This design comes from an exercise in tuning for small area and a short achievable clock period on the open sky130 flow, not from production work. The RTL was checked by simulation tests, not by an equivalence proof against the original design.

==> inputs of trial 67 <==
// fpcore
module fpcore (
    input  wire        clk,
    input  wire [2:0]  op,       
    input  wire        fmt,      
    input  wire [1:0]  rm,       
    input  wire [31:0] a,
    input  wire [31:0] b,
    output reg  [31:0] res,
    output reg         inv
);
clock: 100.0 ns
lec_check: 0
cap_margin: 50
core_margin: 2
core_utilization: 40
place_density: 0.8
slew_margin: 70
run.sh (not shown) runs the stock make flow with config.mk's settings and CLKGATE_MAP_FILE= SYNTH_SCRIPT=/design/flow/synth_recipe.tcl, a recipe that flattens the netlist after the stock synthesis.
==> build 12 (differences from trial 67) <==
--- a/flow/design.v
+++ b/flow/design.v
@@ -195,48 +195,32 @@
         for (l = 1; l < 26; l = l * 2)
             for (i2 = 25; i2 >= l; i2 = i2 - 1) begin
                 g[i2] = g[i2] | (p[i2] & g[i2-l]);
                 p[i2] = p[i2] & p[i2-l];
             end
         wneg = ws[26] ^ wc[26] ^ g[25];
     end
     wire        wzero = ((ws ^ wc) == {(ws[25:0] | wc[25:0]), 1'b0});
-    reg  [28:0] fs, fg, fp;
-    integer     l4, k4;
-    always @* begin
-        fg = {qp, 1'b1} & {~qn, ~wneg};
-        fp = {qp, 1'b1} ^ {~qn, ~wneg};
-        fs = fp;
-        for (l4 = 1; l4 < 29; l4 = l4 * 2)
-            for (k4 = 28; k4 >= l4; k4 = k4 - 1) begin
-                fg[k4] = fg[k4] | (fp[k4] & fg[k4-l4]);
-                fp[k4] = fp[k4] & fp[k4-l4];
-            end
-        fs = fs ^ {fg[27:0], 1'b0};
-    end
+    wire [28:0] fs    = {qp, 1'b1} + {~qn, ~wneg};
     wire [27:0] f     = fs[28:1];
     wire [25:0] tq  = f[26:1];
     wire        dst = f[0] | ~wzero;
     wire [25:0] u   = dv ? tq : {m, h0, 1'b0};
     wire        st  = dv ? dst : st0;
     wire [22:0] pay = m[22:0];
     localparam [1:0] RTZ = 2'd0, RNE = 2'd1, RUP = 2'd2, RDN = 2'd3;
     reg  [31:0]       ovf, sw;
-    reg  signed [9:0] be;
+    reg  signed [9:0] be, e1;
     reg  [23:0]       mn, ms, mt;
     reg               hn, sn, hs, ss, ht, stt, lsb, hr, sr;
     reg  [9:0]        sh;
     reg  [51:0]       ext;
     reg               sub, inc, big, of;
-    reg  [23:0]       mk, pa, m1v;
-    reg  signed [9:0] e0, e1v;
-    reg               of0, of1;
-    reg  [31:0]       r0, r1;
-    integer           l3, i3;
+    reg  [24:0]       m2;
     always @* begin
         case (cls)
             2'd0:    sw = fmt ? 32'h7FFF_FFFE : 32'h0000_7FFE;
             2'd1:    sw = fmt ? {s, 8'hFF, 23'd0} : {16'd0, s, 5'h1F, 10'd0};
             2'd2:    sw = fmt ? {s, 31'd0} : {16'd0, s, 15'd0};
             default: sw = fmt ? {s, 8'hFF, pay} : {16'd0, s, 5'h1F, pay[22:13]};
         endcase
         case (rm)
@@ -269,48 +253,30 @@
             lsb = mt[13]; hr = mt[12]; sr = stt | ht | (|mt[11:0]);
         end
         case (rm)
             RTZ:     inc = 1'b0;
             RNE:     inc = hr & (sr | lsb);
             RUP:     inc = ~s & (hr | sr);
             default: inc =  s & (hr | sr);
         endcase
-        mk = {mt[23:13], fmt ? mt[12:0] : 13'h1FFF};
-        pa = mk;
-        for (l3 = 1; l3 < 24; l3 = l3 * 2)
-            for (i3 = 23; i3 >= l3; i3 = i3 - 1)
-                pa[i3] = pa[i3] & pa[i3-l3];
-        m1v = mk ^ {pa[22:0], 1'b1};
-        if (sub) begin
-            e0  = {9'd0, mk[23]};
-            e1v = pa[23] ? 10'sd2 : {9'd0, m1v[23]};
-        end else begin
-            e0  = be;
-            e1v = be + {9'd0, pa[23]};
-        end
-        of0 = ~sub & (fmt ? (be >= 255) : (be >= 31));
-        of1 = ~sub & (fmt ? (be >= 255 || e1v >= 255) : (be >= 31 || e1v >= 31));
-        if (spec)
-            r0 = sw;
-        else if (of0)
-            r0 = ovf;
-        else if (fmt)
-            r0 = {s, e0[7:0], mk[22:0]};
+        m2 = {1'b0, mt[23:13], fmt ? mt[12:0] : 13'h1FFF} + inc;
+        if (sub)
+            e1 = m2[24] ? 10'sd2 : {9'd0, m2[23]};
         else
-            r0 = {16'd0, s, e0[4:0], mk[22:13]};
+            e1 = be + {9'd0, m2[24]};
+        of = ~sub & (fmt ? (be >= 255 || e1 >= 255) : (be >= 31 || e1 >= 31));
         if (spec)
-            r1 = sw;
-        else if (of1)
-            r1 = ovf;
+            r = sw;
+        else if (of)
+            r = ovf;
         else if (fmt)
-            r1 = {s, e1v[7:0], m1v[22:0]};
+            r = {s, e1[7:0], m2[22:0]};
         else
-            r1 = {16'd0, s, e1v[4:0], m1v[22:13]};
-        r = inc ? r1 : r0;
+            r = {16'd0, s, e1[4:0], m2[22:13]};
     end
 endmodule
 module fp_fmt #(
     parameter K1 = 3,
     parameter K2 = 10
 ) (
     input  wire [2:0]        op,
     input  wire              fmt,
- PLACE_DENSITY: 0.8 -> default
- SYNTH_HIERARCHICAL: default -> 1
==> summary.txt <==
| item | build 12 | trial 67 |
|---|---|---|
| Area growth from synthesis to layout | 12.5% | 11.6% |
| Sequential cell count of the final layout | 291 | 311 |
| Status | complete, no violations | complete, no violations |
| Vias in the first global route | 69.2k | 65.1k |
| Final Net Count | 10.2k | 9626 |
| M3 GR Usage | 5.47% | 5.95% |
| Max Clk Rate | 0.0252 GHz | 0.0262 GHz |
| Wire length of the first global-routing pass | 443 mm | 387 mm |
| Total of fill cells in the finished design | 17.7k | 15.8k |
| Number of cells produced by synthesis | 8974 | 8479 |
| Overall fraction of global-route tracks in use | 31.7% | 28.2% |
| Initial antenna violation count | 14 | 21 |
| Num Clock Sinks | 291 | 311 |
| Multi-input combinational cell count | 7221 | 6765 |
| Register-to-register setup slack | 63320 ps | 63340 ps |
| Post-layout min period | 39750 ps | 38120 ps |
| Area of the die | 182000 um^2 | 172000 um^2 |
| Yosys warning count | 11 | 5 |
| Core area | 178000 um^2 | 168000 um^2 |
| Detailed-route wire length per cell | 26.4 um | 24.2 um |

---

==> inputs of run K <==
fpcore, a different RTL version from the one above (not shown whole).
clock: 100.0 ns
lec_check: 0
cap_margin: 20
core_margin: 2
core_utilization: 40
slew_margin: 20
==> run X: changes against run K <==
--- a/flow/design.v
+++ b/flow/design.v
@@ -13,32 +13,28 @@
     wire [22:0] t = fmt ? w[22:0]  : {w[9:0], 13'd0};
     wire        fmax  = fmt ? (&w[30:23]) : (&w[14:10]);
     wire        fzero = (f == 8'd0);
     wire        tzero = (t == 23'd0);
     assign s    = (fmt ? w[31] : w[15]) ^ flip;
     assign zero = fzero & tzero;
     assign inf  = fmax & tzero;
     assign nan  = fmax & ~tzero;
-    reg [4:0]  k;
-    reg [31:0] v;
+    integer i;
+    reg [4:0] k;                     
     always @* begin
-        v = {t, 9'd0};
         k = 5'd0;
-        if (v[31:16] == 16'd0) begin k[4] = 1'b1; v = {v[15:0], 16'd0}; end
-        if (v[31:24] == 8'd0)  begin k[3] = 1'b1; v = {v[23:0], 8'd0};  end
-        if (v[31:28] == 4'd0)  begin k[2] = 1'b1; v = {v[27:0], 4'd0};  end
-        if (v[31:30] == 2'd0)  begin k[1] = 1'b1; v = {v[29:0], 2'd0};  end
-        if (v[31] == 1'b0)     begin k[0] = 1'b1; v = {v[30:0], 1'b0};  end
+        for (i = 0; i < 23; i = i + 1)
+            if (t[i]) k = 22 - i;
         if (!fzero) begin
             x   = $signed({2'b00, f});
             sig = {1'b1, t};
         end else begin
             x   = -$signed({5'd0, k});
-            sig = v[31:8];
+            sig = {t, 1'b0} << k;
         end
     end
 endmodule
 module fp_finish (
     input  wire              fmt,
     input  wire              spec,    
     input  wire [1:0]        cls,     
     input  wire              s,
@@ -156,38 +152,32 @@
     wire [23:0]       m_sml = a_ge ? mb : ma;
     wire [9:0]        dexp  = x_big - x_sml;
     wire              same_mag = (xa == xb) && (ma == mb);
     wire              eff_sub  = sa ^ sb;
     reg  [4:0]        dsat;
     reg  [50:0]       ext;
     reg  [26:0]       al;           
     reg  [27:0]       sum;
-    reg  [28:0]       sum1;
     reg  [4:0]        z;
     reg  [27:0]       nrm;
-    reg  [31:0]       nv;
     reg  signed [9:0] add_be;
     reg  [23:0]       add_m;
     reg               add_h, add_st;
     integer           i;
     always @* begin
         dsat = (dexp > 10'd26) ? 5'd26 : dexp[4:0];
         ext  = {m_sml, 27'd0} >> dsat;
         al   = {ext[50:25], |ext[24:0]};
-        sum1 = {1'b0, m_big, 3'b000, 1'b1} + {eff_sub, al ^ {27{eff_sub}}, eff_sub};
-        sum  = sum1[28:1];
-        nv = {sum[26:0], 5'd0};
-        z  = 5'd0;
-        if (nv[31:16] == 16'd0) begin z[4] = 1'b1; nv = {nv[15:0], 16'd0}; end
-        if (nv[31:24] == 8'd0)  begin z[3] = 1'b1; nv = {nv[23:0], 8'd0};  end
-        if (nv[31:28] == 4'd0)  begin z[2] = 1'b1; nv = {nv[27:0], 4'd0};  end
-        if (nv[31:30] == 2'd0)  begin z[1] = 1'b1; nv = {nv[29:0], 2'd0};  end
-        if (nv[31] == 1'b0)     begin z[0] = 1'b1; nv = {nv[30:0], 1'b0};  end
-        nrm = {1'b0, nv[31:5]};
+        sum  = eff_sub ? ({1'b0, m_big, 3'b000} - {1'b0, al})
+                       : ({1'b0, m_big, 3'b000} + {1'b0, al});
+        z = 5'd0;
+        for (i = 0; i < 27; i = i + 1)
+            if (sum[i]) z = 26 - i;
+        nrm = sum << z;
         if (sum[27]) begin
             add_be = x_big + 10'sd1;
             add_m  = sum[27:4];
             add_h  = sum[3];
             add_st = |sum[2:0];
         end else begin
             add_be = x_big - $signed({5'd0, z});
             add_m  = nrm[26:3];
==> summary.txt <==
|  | run K | run X |
|---|---|---|
| Result of the run | timing/DRC/antenna clean | timing/DRC/antenna clean |
| Worst-path clk slew | 0.06 ns | 0.07 ns |
| Depth of the worst register-to-register path | 138 | 149 |
| Area of the core | 0.1691 sq mm | 0.1715 sq mm |
| R2R Setup Slk | 58.32 ns | 60.48 ns |
| Number of buffers outside the clock class in the layout | 292 | 268 |
| Combined area of all synthesized cells | 0.06794 sq mm | 0.06902 sq mm |
| Global-route wire length before repair | 405,800 um | 402,000 um |
| Avg WL per Cell | 25.69 um | 25.05 um |
| Share of Yosys cell area claimed by the top area cell type | 15.35% | 15.14% |
| Met1 Routed Length | 116,600 um | 110,900 um |
| FP Rows | 151 | 152 |
| Critical path arrival | 42.12 ns | 40.05 ns |
| Half-perimeter wire length after detailed placement | 211,800 um | 208,900 um |
| Required time at the worst-slack endpoint | 100.44 ns | 100.53 ns |
| Parity-gate share of the synthesized area counting xor and xnor cells | 11.64% | 11.78% |
| Transition time of the tightest slew-check pin | 1.187 ns | 1.232 ns |
| GRT Util Overall | 30.41% | 29.73% |
| Vert. Die Dim | 416.1 um | 419.4 um |
| Number of tap cells inserted | 2,218 | 2,310 |

---

==> try-tundra <==
Another version of the RTL of fpcore (not shown whole).
clock: 100.0 ns
lec_check: 0
cap_margin: 50
core_margin: 2
core_utilization: 40
slew_margin: 70
==> try-juniper (differences from try-tundra) <==
==> flow/config.mk (replaced) <==
export PLATFORM = sky130hd
export DESIGN_NAME = fpcore
export DESIGN_NICKNAME = fpcore
export VERILOG_FILES = /design/flow/design.v
export SDC_FILE = /design/flow/constraint.sdc
export NUM_CORES = 4
export LEC_CHECK = 0
export CAP_MARGIN = 40
export CORE_MARGIN = 2
export CORE_UTILIZATION = 40
export PLACE_DENSITY = 0.8
export SLEW_MARGIN = 60
==> try-xenon (differences from try-tundra) <==
--- a/flow/design.v
+++ b/flow/design.v
@@ -13,32 +13,28 @@
     wire [22:0] t = fmt ? w[22:0]  : {w[9:0], 13'd0};
     wire        fmax  = fmt ? (&w[30:23]) : (&w[14:10]);
     wire        fzero = (f == 8'd0);
     wire        tzero = (t == 23'd0);
     assign s    = (fmt ? w[31] : w[15]) ^ flip;
     assign zero = fzero & tzero;
     assign inf  = fmax & tzero;
     assign nan  = fmax & ~tzero;
-    reg [4:0]  k;
-    reg [31:0] v;
+    integer i;
+    reg [4:0] k;                     
     always @* begin
-        v = {t, 9'd0};
         k = 5'd0;
-        if (v[31:16] == 16'd0) begin k[4] = 1'b1; v = {v[15:0], 16'd0}; end
-        if (v[31:24] == 8'd0)  begin k[3] = 1'b1; v = {v[23:0], 8'd0};  end
-        if (v[31:28] == 4'd0)  begin k[2] = 1'b1; v = {v[27:0], 4'd0};  end
-        if (v[31:30] == 2'd0)  begin k[1] = 1'b1; v = {v[29:0], 2'd0};  end
-        if (v[31] == 1'b0)     begin k[0] = 1'b1; v = {v[30:0], 1'b0};  end
+        for (i = 0; i < 23; i = i + 1)
+            if (t[i]) k = 22 - i;
         if (!fzero) begin
             x   = $signed({2'b00, f});
             sig = {1'b1, t};
         end else begin
             x   = -$signed({5'd0, k});
-            sig = v[31:8];
+            sig = {t, 1'b0} << k;
         end
     end
 endmodule
 module fp_finish (
     input  wire              fmt,
     input  wire              spec,    
     input  wire [1:0]        cls,     
     input  wire              s,
@@ -136,18 +132,17 @@
     output reg               inv,
     output reg               is_div   
 );
     localparam [2:0] OP_PASS = 3'd0, OP_MUL = 3'd1, OP_ADD = 3'd2, OP_SUB = 3'd3, OP_DIV = 3'd4;
     localparam [1:0] RDN = 2'd3;
     localparam [1:0] C_NAN = 2'd0, C_INF = 2'd1, C_ZERO = 2'd2, C_RAW = 2'd3;
     wire sx = sa ^ sb;
     wire signed [9:0] bias = fmt ? 10'sd127 : 10'sd15;
-    wire [47:0]       prod;
-    fp_mul24 u_mul (.a(ma), .b(mb), .p(prod));
+    wire [47:0]       prod  = ma * mb;
     wire signed [9:0] mul_x = xa + xb - bias;
     wire signed [9:0] mul_be = prod[47] ? mul_x + 10'sd1 : mul_x;
     wire [23:0]       mul_m  = prod[47] ? prod[47:24] : prod[46:23];
     wire              mul_h  = prod[47] ? prod[23] : prod[22];
     wire              mul_st = prod[47] ? (|prod[22:0]) : (|prod[21:0]);
     wire a_ge = (xa > xb) || ((xa == xb) && (ma >= mb));
     wire              s_big = a_ge ? sa : sb;
     wire signed [9:0] x_big = a_ge ? xa : xb;
@@ -156,38 +151,32 @@
     wire [23:0]       m_sml = a_ge ? mb : ma;
     wire [9:0]        dexp  = x_big - x_sml;
     wire              same_mag = (xa == xb) && (ma == mb);
     wire              eff_sub  = sa ^ sb;
     reg  [4:0]        dsat;
     reg  [50:0]       ext;
     reg  [26:0]       al;           
     reg  [27:0]       sum;
-    reg  [28:0]       sum1;
     reg  [4:0]        z;
     reg  [27:0]       nrm;
-    reg  [31:0]       nv;
     reg  signed [9:0] add_be;
     reg  [23:0]       add_m;
     reg               add_h, add_st;
     integer           i;
     always @* begin
         dsat = (dexp > 10'd26) ? 5'd26 : dexp[4:0];
         ext  = {m_sml, 27'd0} >> dsat;
         al   = {ext[50:25], |ext[24:0]};
-        sum1 = {1'b0, m_big, 3'b000, 1'b1} + {eff_sub, al ^ {27{eff_sub}}, eff_sub};
-        sum  = sum1[28:1];
-        nv = {sum[26:0], 5'd0};
-        z  = 5'd0;
-        if (nv[31:16] == 16'd0) begin z[4] = 1'b1; nv = {nv[15:0], 16'd0}; end
-        if (nv[31:24] == 8'd0)  begin z[3] = 1'b1; nv = {nv[23:0], 8'd0};  end
-        if (nv[31:28] == 4'd0)  begin z[2] = 1'b1; nv = {nv[27:0], 4'd0};  end
-        if (nv[31:30] == 2'd0)  begin z[1] = 1'b1; nv = {nv[29:0], 2'd0};  end
-        if (nv[31] == 1'b0)     begin z[0] = 1'b1; nv = {nv[30:0], 1'b0};  end
-        nrm = {1'b0, nv[31:5]};
+        sum  = eff_sub ? ({1'b0, m_big, 3'b000} - {1'b0, al})
+                       : ({1'b0, m_big, 3'b000} + {1'b0, al});
+        z = 5'd0;
+        for (i = 0; i < 27; i = i + 1)
+            if (sum[i]) z = 26 - i;
+        nrm = sum << z;
         if (sum[27]) begin
             add_be = x_big + 10'sd1;
             add_m  = sum[27:4];
             add_h  = sum[3];
             add_st = |sum[2:0];
         end else begin
             add_be = x_big - $signed({5'd0, z});
             add_m  = nrm[26:3];
@@ -251,30 +240,26 @@
             end
             default: begin
                 spec = 1'b1; cls = C_ZERO; k_s = 1'b0; inv = 1'b1;
             end
         endcase
     end
 endmodule
 module fp_div_rows #(
-    parameter J0   = 0,
-    parameter N    = 14,
-    parameter HEAD = 0,
-    parameter TAIL = 0
+    parameter J0 = 0,
+    parameter N  = 14
 ) (
     input  wire [26:0] si,
     input  wire [26:0] ci,
     input  wire [23:0] mb,
-    input  wire [3:0]  gin,
     output reg  [26:0] so,
     output reg  [26:0] co,
     output reg  [27:0] qp,
-    output reg  [27:0] qn,
-    output reg  [3:0]  gout
+    output reg  [27:0] qn
 );
     wire [26:0] d1 = {1'b0, mb, 2'b00};
     wire [26:0] d2 = {mb, 3'b000};
     reg  [26:0] s4, c4, m, ad;
     reg  signed [6:0] y, m2, m1, m0, mm;
     reg         ge2, ge1, ge0, gem, one, two, pos;
     integer     j;
     always @* begin
@@ -287,45 +272,36 @@
             3'd5: begin m2 = 20; m1 = 7; m0 = -6; mm = -20; end
             3'd6: begin m2 = 22; m1 = 8; m0 = -6; mm = -21; end
             3'd7: begin m2 = 24; m1 = 9; m0 = -7; mm = -23; end
         endcase
         so = si;
         co = ci;
         qp = 28'd0;
         qn = 28'd0;
-        gout = 4'd0;
         for (j = J0; j < J0 + N; j = j + 1) begin
-            if (HEAD && j == J0) begin
-                {ge2, ge1, ge0, gem} = gin;
-            end else begin
-                y   = so[26:20] + co[26:20];
-                ge2 = (y >= m2);
-                ge1 = (y >= m1);
-                ge0 = (y >= m0);
-                gem = (y >= mm);
-            end
+            y   = so[26:20] + co[26:20];
+            ge2 = (y >= m2);
+            ge1 = (y >= m1);
+            ge0 = (y >= m0);
+            gem = (y >= mm);
             two = ge2 | ~gem;
             one = (ge1 & ~ge2) | (gem & ~ge0);
             pos = ge1;
             qp[27-2*j] = ge2;
             qp[26-2*j] = one & ge1;
             qn[27-2*j] = ~gem;
             qn[26-2*j] = one & ~ge0;
             s4 = {so[24:0], 2'b00};
             c4 = {co[24:0], 2'b00};
             m  = ({27{one}} & d1) | ({27{two}} & d2);
             ad = m ^ {27{pos}};
             so = s4 ^ c4 ^ ad;
             co = {((s4[25:0] & c4[25:0]) | (s4[25:0] & ad[25:0]) | (c4[25:0] & ad[25:0])), pos};
         end
-        if (TAIL) begin
-            y    = so[26:20] + co[26:20];
-            gout = {(y >= m2), (y >= m1), (y >= m0), (y >= mm)};
-        end
     end
 endmodule
 module fp_div_end (
     input  wire [26:0] ws,
     input  wire [26:0] wc,
     input  wire [27:0] qp,
     input  wire [27:0] qn,
     output wire [25:0] tq,
@@ -340,56 +316,22 @@
         for (l = 1; l < 26; l = l * 2)
             for (i = 25; i >= l; i = i - 1) begin
                 g[i] = g[i] | (p[i] & g[i-l]);
                 p[i] = p[i] & p[i-l];
             end
         wneg = ws[26] ^ wc[26] ^ g[25];
     end
     wire        wzero = ((ws ^ wc) == {(ws[25:0] | wc[25:0]), 1'b0});
-    wire [28:0] fs    = {qp, 1'b1} + {~qn, ~wneg};
-    wire [27:0] f     = fs[28:1];
+    wire [27:0] f0    = qp - qn;
+    wire [27:0] f1    = qp + ~qn;
+    wire [27:0] f     = wneg ? f1 : f0;
     assign tq  = f[26:1];
     assign dst = f[0] | ~wzero;
 endmodule
-module fp_mul24 (
-    input  wire [23:0] a,
-    input  wire [23:0] b,
-    output wire [47:0] p
-);
-    wire [26:0] bx = {2'b00, b, 1'b0};
-    reg  [47:0] acc;
-    reg  [47:0] rows [0:12];
-    reg  [12:0] negs;
-    reg  [24:0] mg, px;
-    reg         one, two, neg;
-    integer     k;
-    always @* begin
-        for (k = 0; k < 13; k = k + 1) begin
-            one = bx[2*k+1] ^ bx[2*k];
-            two = (bx[2*k+2] & ~bx[2*k+1] & ~bx[2*k]) | (~bx[2*k+2] & bx[2*k+1] & bx[2*k]);
-            neg = bx[2*k+2] & ~(bx[2*k+1] & bx[2*k]);
-            mg  = ({25{one}} & {1'b0, a}) | ({25{two}} & {a, 1'b0});
-            px  = mg ^ {25{neg}};
-            rows[k] = {22'd0, ~neg, px} << (2*k);
-            negs[k] = neg;
-        end
-    end
-    wire [47:0] negv;
-    genvar g;
-    generate for (g = 0; g < 13; g = g + 1) begin : nv
-        assign negv[2*g] = negs[g];
-        assign negv[2*g+1] = 1'b0;
-    end endgenerate
-    assign negv[47:26] = 22'd0;
-    wire [47:0] corr;
-    assign corr = -(48'd33554432 * 48'd22369621);
-    assign p = rows[0] + rows[1] + rows[2] + rows[3] + rows[4] + rows[5] + rows[6]
-             + rows[7] + rows[8] + rows[9] + rows[10] + rows[11] + rows[12] + negv + corr;
-endmodule
 module fpcore (
     input  wire        clk,
     input  wire [2:0]  op,       
     input  wire        fmt,      
     input  wire [1:0]  rm,       
     input  wire [31:0] a,
     input  wire [31:0] b,
     output reg  [31:0] res,
@@ -397,34 +339,31 @@
 );
     wire              sa_d, az_d, ai_d, an_d, sb_d, bz_d, bi_d, bn_d;
     wire signed [9:0] xa_d, xb_d;
     wire [23:0]       ma_d, mb_d;
     fp_unpack u_a (.fmt(fmt), .w(a), .flip(1'b0), .s(sa_d), .zero(az_d),
                    .inf(ai_d), .nan(an_d), .x(xa_d), .sig(ma_d));
     fp_unpack u_b (.fmt(fmt), .w(b), .flip(op == 3'd3), .s(sb_d), .zero(bz_d),
                    .inf(bi_d), .nan(bn_d), .x(xb_d), .sig(mb_d));
-    localparam integer K1 = 3;
-    localparam integer K2 = 10;
+    localparam integer K1 = 4;    
+    localparam integer K2 = 9;    
     wire [26:0]       ws_d, wc_d;
     wire [27:0]       qp_d, qn_d;
-    wire [3:0]        g_d;
-    fp_div_rows #(.J0(0), .N(K1), .TAIL(1)) u_div1 (
-        .si({3'b000, ma_d}), .ci(27'd0), .mb(mb_d), .gin(4'd0),
-        .so(ws_d), .co(wc_d), .qp(qp_d), .qn(qn_d), .gout(g_d)
+    fp_div_rows #(.J0(0), .N(K1)) u_div1 (
+        .si({3'b000, ma_d}), .ci(27'd0), .mb(mb_d),
+        .so(ws_d), .co(wc_d), .qp(qp_d), .qn(qn_d)
     );
     reg [26:0]        ws_q, wc_q;
     reg [2*K1-1:0]    qp_q, qn_q;
-    reg [3:0]         g_q;
     always @(posedge clk) begin
         ws_q <= ws_d;
         wc_q <= wc_d;
         qp_q <= qp_d[27:28-2*K1];
         qn_q <= qn_d[27:28-2*K1];
-        g_q  <= g_d;
     end
     reg [2:0]         op_q;
     reg               fmt_q;
     reg [1:0]         rm_q;
     reg               sa_q, az_q, ai_q, an_q, sb_q, bz_q, bi_q, bn_q;
     reg signed [9:0]  xa_q, xb_q;
     reg [23:0]        ma_q, mb_q;
     always @(posedge clk) begin
@@ -437,19 +376,19 @@
         ma_q  <= ma_d; mb_q <= mb_d;
     end
     wire              spec_d, s_d, h_d, st_d, inv_d, dv_d;
     wire [1:0]        cls_d;
     wire signed [9:0] be_d;
     wire [23:0]       m_d;
     wire [26:0]       ws_m, wc_m;
     wire [27:0]       qp_m, qn_m;
-    fp_div_rows #(.J0(K1), .N(K2), .HEAD(1)) u_div2 (
-        .si(ws_q), .ci(wc_q), .mb(mb_q), .gin(g_q),
-        .so(ws_m), .co(wc_m), .qp(qp_m), .qn(qn_m), .gout()
+    fp_div_rows #(.J0(K1), .N(K2)) u_div2 (
+        .si(ws_q), .ci(wc_q), .mb(mb_q),
+        .so(ws_m), .co(wc_m), .qp(qp_m), .qn(qn_m)
     );
     fp_fmt u_ar (
         .op(op_q), .fmt(fmt_q), .rm(rm_q),
         .sa(sa_q), .a_zero(az_q), .a_inf(ai_q), .a_nan(an_q), .xa(xa_q), .ma(ma_q),
         .sb(sb_q), .b_zero(bz_q), .b_inf(bi_q), .b_nan(bn_q), .xb(xb_q), .mb(mb_q),
         .spec(spec_d), .cls(cls_d), .k_s(s_d), .k_be(be_d), .k_m(m_d),
         .k_h(h_d), .k_st(st_d), .inv(inv_d), .is_div(dv_d)
     );
@@ -476,18 +415,18 @@
         qp_r   <= {qp_q, qp_m[27-2*K1:28-2*(K1+K2)]};
         qn_r   <= {qn_q, qn_m[27-2*K1:28-2*(K1+K2)]};
     end
     wire [26:0]       ws_e, wc_e;
     wire [27:0]       qp_e, qn_e;
     wire [25:0]       tq;
     wire              dst;
     fp_div_rows #(.J0(K1+K2), .N(14-K1-K2)) u_div3 (
-        .si(ws_r), .ci(wc_r), .mb(m_r), .gin(4'd0),
-        .so(ws_e), .co(wc_e), .qp(qp_e), .qn(qn_e), .gout()
+        .si(ws_r), .ci(wc_r), .mb(m_r),
+        .so(ws_e), .co(wc_e), .qp(qp_e), .qn(qn_e)
     );
     fp_div_end u_dend (
         .ws(ws_e), .wc(wc_e),
         .qp({qp_r, qp_e[27-2*(K1+K2):0]}), .qn({qn_r, qn_e[27-2*(K1+K2):0]}),
         .tq(tq), .dst(dst)
     );
     wire [25:0]       f_u  = dv_r ? tq : {m_r, h_r, 1'b0};
     wire              f_st = dv_r ? dst : st_r;
==> flow/config.mk (replaced) <==
export PLATFORM = sky130hd
export DESIGN_NAME = fpcore
export DESIGN_NICKNAME = fpcore
export VERILOG_FILES = /design/flow/design.v
export SDC_FILE = /design/flow/constraint.sdc
export NUM_CORES = 4
export LEC_CHECK = 0
export CAP_MARGIN = 20
export CORE_MARGIN = 2
export CORE_UTILIZATION = 55
export GPL_TIMING_DRIVEN = 1
export PLACE_DENSITY = 0.65
export SLEW_MARGIN = 20
==> impl_metrics.json <==
{
  "layout_common_cells": "inv_1, ha_1, xnor2_1",
  "antenna_found_initial": 15,
  "clock-sinks": 315,
  "core_sq_mm": 0.1691,
  "syn_area_per_cell_sq_um": 7.878,
  "crit_family": "simple AND/OR/NAND/NOR gates",
  "run_status": "timing/DRC/antenna clean",
  "use_met1_pct": 39.35,
  "row_count": 151,
  "multi_input_cells": 6823,
  "layout.nonclk_buf_share_pct": 3.461,
  "r2r_slack_ps": 61520,
  "crit_top_cell": "inv_1",
  "grt_max_degree": 84,
  "path_max_fanout": 63,
  "grt_pass1_wl_um": 397100,
  "ys_types": 107
}
Source of the figures above: try-juniper

==> impl_metrics.json <==
{
  "ys_types": 122,
  "layout_common_cells": "inv_1, nand2_1, ha_1",
  "use_met1_pct": 54.74,
  "multi_input_cells": 6927,
  "run_status": "timing/DRC/antenna clean",
  "grt_pass1_wl_um": 405100,
  "layout.nonclk_buf_share_pct": 3.024,
  "path_max_fanout": 24
}
Source of the figures above: try-xenon

==> impl_metrics.json <==
{
  "crit_top_cell": "a21o_1",
  "run_status": "timing/DRC/antenna clean",
  "use_met1_pct": 42.38,
  "grt_max_degree": 57,
  "layout.nonclk_buf_share_pct": 4.385,
  "layout_common_cells": "inv_1, ha_1, nand2_1",
  "core_sq_mm": 0.1691,
  "synth_edf_count": 0,
  "r2r_slack_ps": 62160,
  "row_count": 151,
  "top_regs": "ws_r: 26 flops, qp_r: 25 flops",
  "ys_types": 107,
  "path_max_fanout": 26,
  "antenna_found_initial": 13,
  "inv_count": 909,
  "syn_area_per_cell_sq_um": 7.878,
  "multi_input_cells": 6823
}
Source of the figures above: try-tundra

-- afterwards: timing with drivers on the ports --
The flow's constraints put no driver on any port. The routed layouts listed below were extracted and timed again, unchanged, in two steps. Step 1: set_driving_cell puts a clkbuf_16 on clk and a buf_2 on each other input, an assumption about the parent block. Step 2, shift: input delay + t, output delay - t, t = (earliest + latest rising clock arrival at the registers) / 2. This alone moves slack from input paths to output paths. Three values: ideal, step 1, step 2; two values: the first two.
run | shift t [ns] | slack for setup (ns) | hold WS [ns]
trial 67 | 0.629 | 61.879 / 61.808 / 61.773 | 0.340 / 0.340 / 0.340
build 12 | 0.699 | 60.254 / 60.176 / 60.875 | 0.320 / 0.320 / 0.320
run K | 0.680 | 58.323 / 58.323 / 58.323 | 0.338 / 0.338 / 0.338
run X | 0.714 | 60.482 / 60.482 / 60.482 | 0.329 / 0.329 / 0.329
try-tundra | 0.689 | 61.346 / 61.268 / 61.585 | 0.329 / 0.329 / 0.329
try-juniper | 0.622 | 61.308 / 61.348 / 60.726 | 0.347 / 0.347 / 0.347
try-xenon | 0.682 | 59.020 / 58.949 / 59.631 | 0.330 / 0.330 / 0.330
After both steps every run listed still meets setup and hold. The setup slack of try-juniper, which loses most, moves by +0.040 ns with the drivers and by -0.582 ns with both steps.
